Context: an optimization exercise on an open-source flow, tuned for small area and a short achievable clock period. The choices shown serve that exercise and are no tape-out recipe.
The RTL was checked by simulation tests, not by an equivalence proof against the original design.
No activity file was given, so power comes from the tool's default toggle rates.

`flow/design.v`:
```
module vm5f_core (
    input  wire         clk,
    input  wire         rst,             
    input  wire         rx_valid,
    input  wire [7:0]   rx_data,
    input  wire         rx_last,
    output wire         rx_ready,
    output reg          rsp_valid,
    output reg  [2:0]   rsp_err,
    output reg  [7:0]   rsp_addr,
    output reg  [7:0]   rsp_cmd,
    output reg  [7:0]   rsp_len,
    output reg  [7:0]   rsp_chk,
    output reg  [7:0]   rsp_chk_calc,
    output reg          rsp_chk_ok,
    output reg          rsp_tag,
    output reg  [2:0]   last_err,
    input  wire         enc_valid,
    output wire         enc_ready,
    input  wire [7:0]   enc_cmd,
    input  wire [7:0]   enc_addr,
    input  wire [4:0]   enc_n,
    input  wire [207:0] enc_payload,     
    output wire         tx_valid,
    output reg  [7:0]   tx_data,
    output wire         tx_last,
    input  wire         tx_ready,
    output reg          refused,
    input  wire         tick,            
    input  wire         ovr_n,           
    output reg          act,             
    output reg  [1:0]   ls,
    output wire [3:0]   fifo_count,
    output reg  [7:0]   cur_ant,
    output reg  [15:0]  cur_pc,
    output reg  [95:0]  cur_epc
);
    localparam [7:0] HEAD        = 8'hA0;
    localparam       FIFO_DEPTH  = 10;
    localparam [6:0] POLL_MS     = 7'd100;
    localparam [11:0] RELOCK_MS  = 12'd4000;
    localparam [1:0] LS_IDLE    = 2'd0;
    localparam [1:0] LS_ENGAGED = 2'd1;
    localparam [1:0] LS_WAIT    = 2'd2;
    localparam [1:0] LS_RELOCK  = 2'd3;
    localparam [2:0] E_OK        = 3'd0;
    localparam [2:0] E_TOOSHORT  = 3'd1;
    localparam [2:0] E_BADHEADER = 3'd2;
    localparam [2:0] E_LENGTH    = 3'd3;
    reg  [5:0]   d_cnt;         
    reg          d_hdr_ok;
    reg  [7:0]   d_len;
    reg  [7:0]   d_addr;
    reg  [7:0]   d_cmd;
    reg  [7:0]   d_sum;         
    reg  [7:0]   d_chk;         
    reg  [7:0]   stage [0:14];  
    reg          pend;          
    wire         rx_acc = rx_valid && rx_ready;
    wire [5:0]   p      = d_cnt;
    wire         in_sum = (p <= 6'd1) || ({2'b00, p} <= d_len);
    wire         is_chk = (p >= 6'd2) && ({3'b000, p} == ({1'b0, d_len} + 9'd1));
    wire [5:0]   n_cnt    = (p == 6'd63) ? 6'd63 : p + 6'd1;
    wire         n_hdr_ok = (p == 6'd0) ? (rx_data == HEAD) : d_hdr_ok;
    wire [7:0]   n_len    = (p == 6'd1) ? rx_data : d_len;
    wire [7:0]   n_addr   = (p == 6'd2) ? rx_data : d_addr;
    wire [7:0]   n_cmd    = (p == 6'd3) ? rx_data : d_cmd;
    wire [7:0]   n_sum    = ((p == 6'd0) ? 8'd0 : d_sum) + (in_sum ? rx_data : 8'd0);
    wire [7:0]   n_chk    = is_chk ? rx_data : d_chk;
    reg  [2:0]   n_err;
    always @(*) begin
        if (n_cnt < 6'd5)
            n_err = E_TOOSHORT;
        else if (!n_hdr_ok)
            n_err = E_BADHEADER;
        else if (n_len < 8'd3 || n_len > 8'd30 || {2'b00, n_cnt} < n_len + 8'd2)
            n_err = E_LENGTH;
        else
            n_err = E_OK;
    end
    wire [7:0]   n_chk_calc = 8'd0 - n_sum;
    wire         n_tag      = (n_err == E_OK) && (n_len >= 8'd18);
    wire         chunk_end  = rx_acc && rx_last;
    integer i;
    always @(posedge clk) begin
        if (rst) begin
            d_cnt <= 6'd0;
        end else if (rx_acc) begin
            d_cnt <= rx_last ? 6'd0 : n_cnt;
        end
        if (rx_acc) begin
            d_hdr_ok <= n_hdr_ok;
            d_len    <= n_len;
            d_addr   <= n_addr;
            d_cmd    <= n_cmd;
            d_sum    <= n_sum;
            d_chk    <= n_chk;
            for (i = 0; i < 15; i = i + 1)
                if (p == i + 4)
                    stage[i] <= rx_data;
        end
    end
    always @(posedge clk) begin
        if (rst) begin
            rsp_valid <= 1'b0;
            last_err  <= E_OK;
        end else begin
            rsp_valid <= chunk_end;
            if (chunk_end)
                last_err <= n_err;
        end
        if (chunk_end) begin
            rsp_err      <= n_err;
            rsp_addr     <= n_addr;
            rsp_cmd      <= n_cmd;
            rsp_len      <= n_len;
            rsp_chk      <= n_chk;
            rsp_chk_calc <= n_chk_calc;
            rsp_chk_ok   <= (n_chk_calc == n_chk);
            rsp_tag      <= n_tag;
        end
    end
    assign rx_ready = !pend;
    reg  [119:0] fifo_mem [0:FIFO_DEPTH-1];
    reg  [3:0]   wr_ptr;
    reg  [3:0]   rd_ptr;
    reg  [3:0]   count;
    wire [119:0] stage_event;
    genvar g;
    generate
        for (g = 0; g < 15; g = g + 1) begin : g_stage
            assign stage_event[119 - 8*g -: 8] = stage[g];
        end
    endgenerate
    wire new_tag  = chunk_end && n_tag;
    wire want_push = new_tag || pend;
    wire do_push  = want_push && (count != FIFO_DEPTH);
    wire do_pop   = (ls == LS_IDLE) && (count != 4'd0);
    always @(posedge clk) begin
        if (rst) begin
            pend <= 1'b0;
        end else if (new_tag && count == FIFO_DEPTH) begin
            pend <= 1'b1;
        end else if (pend && count != FIFO_DEPTH) begin
            pend <= 1'b0;
        end
    end
    always @(posedge clk) begin
        if (rst) begin
            wr_ptr <= 4'd0;
            rd_ptr <= 4'd0;
            count  <= 4'd0;
        end else begin
            if (do_push)
                wr_ptr <= (wr_ptr == FIFO_DEPTH - 1) ? 4'd0 : wr_ptr + 4'd1;
            if (do_pop)
                rd_ptr <= (rd_ptr == FIFO_DEPTH - 1) ? 4'd0 : rd_ptr + 4'd1;
            count <= count + {3'b000, do_push} - {3'b000, do_pop};
        end
        if (do_push)
            fifo_mem[wr_ptr] <= stage_event;
    end
    assign fifo_count = count;
    reg  [6:0]   poll_cnt;
    reg  [11:0]  relock_cnt;
    always @(posedge clk) begin
        if (rst) begin
            ls         <= LS_IDLE;
            act        <= 1'b0;
            poll_cnt   <= 7'd0;
            relock_cnt <= 12'd0;
        end else begin
            case (ls)
                LS_IDLE: begin
                    if (do_pop) begin
                        act <= 1'b1;
                        ls  <= LS_ENGAGED;
                    end
                end
                LS_ENGAGED: begin
                    ls       <= LS_WAIT;
                    poll_cnt <= 7'd0;
                end
                LS_WAIT: begin
                    if (poll_cnt == 7'd0) begin
                        if (!ovr_n) begin
                            ls         <= LS_RELOCK;
                            relock_cnt <= RELOCK_MS;
                        end else begin
                            poll_cnt <= POLL_MS;
                        end
                    end else if (tick) begin
                        poll_cnt <= poll_cnt - 7'd1;
                    end
                end
                LS_RELOCK: begin
                    if (relock_cnt == 12'd0) begin
                        act <= 1'b0;
                        ls  <= LS_IDLE;
                    end else if (tick) begin
                        relock_cnt <= relock_cnt - 12'd1;
                    end
                end
            endcase
        end
    end
    always @(posedge clk) begin
        if (do_pop) begin
            cur_ant <= fifo_mem[rd_ptr][119:112];
            cur_pc  <= fifo_mem[rd_ptr][111:96];
            cur_epc <= fifo_mem[rd_ptr][95:0];
        end
    end
    reg          e_busy;
    reg  [4:0]   e_idx;         
    reg  [7:0]   e_sum;
    wire [7:0]   e_payload [0:25];
    generate
        for (g = 0; g < 26; g = g + 1) begin : g_pl
            assign e_payload[g] = enc_payload[8*g +: 8];
        end
    endgenerate
    wire [4:0]   e_last_idx = enc_n + 5'd4;
    wire [4:0]   e_pl_idx   = e_idx - 5'd4;
    assign enc_ready = !e_busy && !pend;
    assign tx_valid  = e_busy;
    assign tx_last   = (e_idx == e_last_idx);
    always @(*) begin
        if (e_idx == 5'd0)
            tx_data = HEAD;
        else if (e_idx == 5'd1)
            tx_data = {3'b000, enc_n} + 8'd3;
        else if (e_idx == 5'd2)
            tx_data = enc_addr;
        else if (e_idx == 5'd3)
            tx_data = enc_cmd;
        else if (tx_last)
            tx_data = 8'd0 - e_sum;
        else
            tx_data = e_payload[e_pl_idx];
    end
    always @(posedge clk) begin
        if (rst) begin
            e_busy  <= 1'b0;
            e_idx   <= 5'd0;
            e_sum   <= 8'd0;
            refused <= 1'b0;
        end else if (!e_busy) begin
            if (enc_valid && enc_ready) begin
                if (enc_n > 5'd26) begin
                    refused <= 1'b1;
                end else begin
                    e_busy <= 1'b1;
                    e_idx  <= 5'd0;
                    e_sum  <= 8'd0;
                end
            end
        end else if (tx_ready) begin
            e_sum <= e_sum + tx_data;
            e_idx <= e_idx + 5'd1;
            if (tx_last)
                e_busy <= 1'b0;
        end
    end
endmodule
```
`flow/run.sh`:
```
#!/bin/bash
# synth_recipe.tcl (not shown) runs the flow's synth.tcl, then flattens the netlist and writes it again
# the make line also repeats each setting of config.mk as NAME=value (left out here)
make -C /OpenROAD-flow-scripts/flow DESIGN_CONFIG=/design/flow/config.mk WORK_HOME=/design/flow/orfs CLKGATE_MAP_FILE= SYNTH_SCRIPT=/design/flow/synth_recipe.tcl finish
```
`flow/constraint.sdc`:
```
create_clock -name core_clock -period 10.0 [get_ports {clk}]
set_input_delay 2.0000 -clock core_clock [delete_from_list [all_inputs] [get_ports {clk}]]
set_output_delay 2.0000 -clock core_clock [all_outputs]
set_load 0.01 [all_outputs]
```
`flow/config.mk`:
```
export PLATFORM = sky130hd
export DESIGN_NAME = vm5f_core
export DESIGN_NICKNAME = vm5f_core
export VERILOG_FILES = /design/flow/design.v
export SDC_FILE = /design/flow/constraint.sdc
export NUM_CORES = 4
export LEC_CHECK = 0
export CAP_MARGIN = 20
export CORE_MARGIN = 2
export CORE_UTILIZATION = 40
export SLEW_MARGIN = 20
```
==> summary.txt <==
## synth_stat cells (28+ instances only)
| cell | instances | area (um^2) |
|---|---|---|
| a211oi_1 | 136 | 1021 |
| a21oi_1 | 174 | 870.8 |
| a22oi_1 | 42 | 315.3 |
| buf_1 | 33 | 123.9 |
| clkbuf_1 | 136 | 510.5 |
| dfxtp_1 | 59 | 1181 |
| edfxtp_1 | 1525 | 45790 |
| ha_1 | 55 | 688.2 |
| inv_1 | 54 | 202.7 |
| mux2_2 | 42 | 473.0 |
| mux2i_1 | 142 | 1421 |
| mux4_2 | 240 | 5405 |
| nand2_1 | 71 | 266.5 |
| nand3_1 | 39 | 195.2 |
| nor2_1 | 105 | 394.1 |
| nor2b_1 | 137 | 857.1 |
| o21ai_0 | 42 | 210.2 |
| xnor2_1 | 32 | 280.3 |
| xor2_1 | 28 | 245.2 |
## cells by family (layout without fill, tap and decap cells)
kind of cell,count (synthesis),in the layout
compound gates,552,552
xor+xnor,60,60
fa+ha+maj,58,58
buf+inv,241,839
flops,1584,1584
mux,425,425
other cells,1,3
simple gates,503,503
## worst paths after layout
check | start | to | cells past startpoint
max | e_idx[0]$_SDFFE_PP0P_ | tx_data[2] | 12
min | refused$_SDFFE_PP0P_ | refused$_SDFFE_PP0P_ | 2
max reg2reg | d_cnt[2]$_SDFFE_PP0P_ | fifo_mem[9][102]$_DFFE_PP_ | 16
min reg2reg | refused$_SDFFE_PP0P_ | refused$_SDFFE_PP0P_ | 2
## power groups by stage
stage	combinational, W	sequential [W]	clock, W
finish	0.00308	0.00793	0.00574
global route	0.00335	0.00796	0.00614
CTS	0.00317	0.00795	0.00588
detailed placement	0.00316	0.00808	0
global placement	0.00315	0.00808	0
floorplan	0.00180	0.00812	0
## worst reg2reg max path, delay by kind of cell, from the launching register on
kind	cells	cell delay, ps
simple gates	6	1870
fa+ha+maj	1	300
mux	1	410
compound gates	3	910
flops	1	500
xor+xnor	1	120
buf+inv	4	1480
## layer usage
layer | wire length, um | GRT usage (%)
met5 | 0 | 0
met4 | 6393 | 8.249
met3 | 10010 | 3.545
met2 | 81780 | 34.35
met1 | 64940 | 25.18
## state kept, by name, indices dropped and copies added (netlist names), 12 cells and up
register	cells
fifo_mem	1200
stage	120
cur_epc	96
cur_pc	16
relock_cnt	12
## metrics by stage
stage / hold WS, ps / cells
after global placement: 454.9 / 5796
after global routing: 519.5 / 6082
final: 486.2 / 6082
after detailed placement: 469.9 / 5796
after CTS: 486.6 / 6081
after floorplan: 461.3 / 3425
## cell type report
cell class / instances / area share, %
clock buffers: 192 / 5.529
inverters: 54 / 0.2704
clock inverters: 93 / 1.128
diodes: 1 / 0.003338
multi-input cells: 1600 / 20.32
flip-flops and latches: 1584 / 62.68
repair buffers: 500 / 6.626
well taps: 2058 / 3.435
==> reports/qor.csv <==
stage;metric;value;unit
status;run status;finished clean;
placement;port bufs;431;
detailed_routing;total wire length;163.1;mm
synthesis;Post-synth EDFFs;1525;
synthesis;Async SR Flop Fraction;0;%
die;Die W;400.9;um
synthesis;Syn Inst Count;3424;
clocking;CTS max path bufs;3;
power_and_ir_drop;switching part of the total;25.24;%
synthesis;Adder-Cell Fraction of Synth Area;1.188;%
synthesis;Simple-Gate Fraction of Synth Area;4.357;%
power_and_ir_drop;total power;0.01675;W
clocking;Root Buffer;clkbuf_16;
placement;HPWL after DPL;93.18;mm
sta;period utilisation layout;74.32;%
synthesis;Seq/Total Area, Yosys;74.56;%
clocking;Post-CTS Setup Bufs;0;
clocking;CTS Buf Count;157;
sta;final hold viol count;0;
worst_setup_path;Critical Path Max Stage Delay;760;ps
finish;most frequent cells in the layout;1525 x edfxtp_1, 423 x clkdlybuf4s50_1, 240 x mux4_2, 174 x a21oi_1, 161 x clkbuf_16;
sta;Fmax;134.6;MHz
power_and_ir_drop;power share of the clock group;34.3;%
worst_setup_path;Setup CP Type;reg -> out;
synthesis;xor and xnor area share after synthesis;0.8341;%
sta;Setup WS post-layout;2568;ps
grt;initial antenna violation count;10;
synthesis;Syn Area/Cell;18.40;um^2
clocking;Post-CTS Resized;0;
power_and_ir_drop;P_sw;0.004228;W
synthesis;synthesized flop and latch total;1584;
synthesis;top_reg_cell synth;edfxtp_1;
power_and_ir_drop;Int Pwr;0.01252;W
grt;global-route total usage across every layer;20.05;%
die;Die ar.;160700;um^2
detailed_routing;Remaining DRCs;0;
power_and_ir_drop;LEAKAGE;23.57;nW
power_and_ir_drop;Pwr Density;223.4;nW/um^2
clocking;Clk pin slew, worst setup/hold paths;60;ps
detailed_routing;Vias;33643;
die;io pins;434;
worst_setup_path;crit-path max FO;14;
finish;fin area;74970;um^2
sta;Finish-stage setup viols;0;
worst_hold_path;Hold WC Path Type;reg -> reg;
sta;worst rel slew slack;27.26;%
detailed_routing;routed len/inst;26.82;um
synthesis;Compound-Gate Fraction of Synth Area;5.968;%
placement;RePlAce Congestion;0.9042;
die;row count;145;
finish;commonest non-fill, non-tap cell in the layout;edfxtp_1;
finish;area grow syn2layout;18.99;%
synthesis;YS warnings;2;
grt;largest net degree at the start of global routing;173;
sta;Setup Skew;32.81;ps
grt;first-pass GRT wire length;235.7;mm
power_and_ir_drop;Reg power frac;47.3;%
detailed_routing;initial DRC count;2958;
placement;Cell Area, Placed;69970;um^2
clocking;Sink Count;1584;
worst_setup_path;worst path bufs/invs;3;
clocking;TritonCTS clock tree;done;
finish;area taken by multi-input logic gates;15240;um^2
finish;nets;4200;
synthesis;largest family of logic cells by synthesized area;multiplexers;
synthesis;synthesized cell area;63000;um^2
detailed_routing;via density per instance;5.532;
die;die height;400.9;um
synthesis;post-synthesis mux area share;11.60;%
placement;dpl ws;2613;ps
grt;vias in the first global route;34448;
grt;grt total ovfl;0;
power_and_ir_drop;maximum VDD drop;0.1850;mV
detailed_routing;drt first pass iters;6;
clocking;hold_buf cts;0;
finish;Storage cell area;46990;um^2
clocking;Clk Latency, worst-skew pair;790;ps
worst_setup_path;CP required;8000;ps
die;CORE AREA;156400;um^2
finish;Util after Layout;47.94;%
worst_setup_path;Worst Setup Start Kind;register;
sta;Worst Tran Pin Value;1087;ps
worst_setup_path;Worst setup EP type;output port;
finish;FILL cells;13077;
sta;final worst path period need;7432;ps
finish;share of cells above drive strength 1;15.21;%
sta;RSZ-0062 raised after global routing;no;
sta;max-slew violations;0;
die;Initial Utilization;40.29;%
clocking;htree depth;4;
power_and_ir_drop;Gate power share;18.4;%
worst_setup_path;R2R Setup Slk;4070;ps
run;MaxCap Viol Count;0;
worst_setup_path;crit path cell chain;ha_1, buf_4, nor2b_1, buf_4, o21ai_0, a21oi_1, nor2_1, nor4_1, o311ai_0, o211ai_1, a21oi_1, clkdlybuf4s50_1;
detailed_routing;Post-DRT Antenna Nets;0;
sta;Setup TNS;0;ps
worst_setup_path;Crit-path slowest cell;ha_1;
worst_setup_path;Top delay family on crit path;simple AND/OR/NAND/NOR gates;
worst_setup_path;crit path DAT;5430;ps
synthesis;Yosys cell types;91;

==> static timing again, ports no longer ideal <==
The results above use ideal ports. As a check the final layout listed here was re-extracted and re-timed, cells and wires unchanged.
Step 1 (the two cells are an assumption about what drives the block):
set clk [get_ports {clk}]
set_driving_cell -lib_cell sky130_fd_sc_hd__clkbuf_16 $clk
set_driving_cell -lib_cell sky130_fd_sc_hd__buf_2 [delete_from_list [all_inputs] $clk]
Step 2 moves the port delays by t, midway between the first and last clock arrival at a register: inputs arrive t later, outputs are due t later. That takes back most of the time a late clock gives input paths.
a / b / c = no drivers / after step 1 / after step 2; a / b = the first two.
t (ns): 0.853
setup slack, ns: 2.568 / 2.488 / 2.576
clock arrival spread, ns: 0.033 / 0.033
worst register clock-pin slew, ns: 0.07 / 0.07
worst slew at a driven data input, ns: 0.11
After both steps setup and hold are still met in this run. The setup slack of this run moves by -0.080 ns with the drivers and by +0.008 ns with both steps.
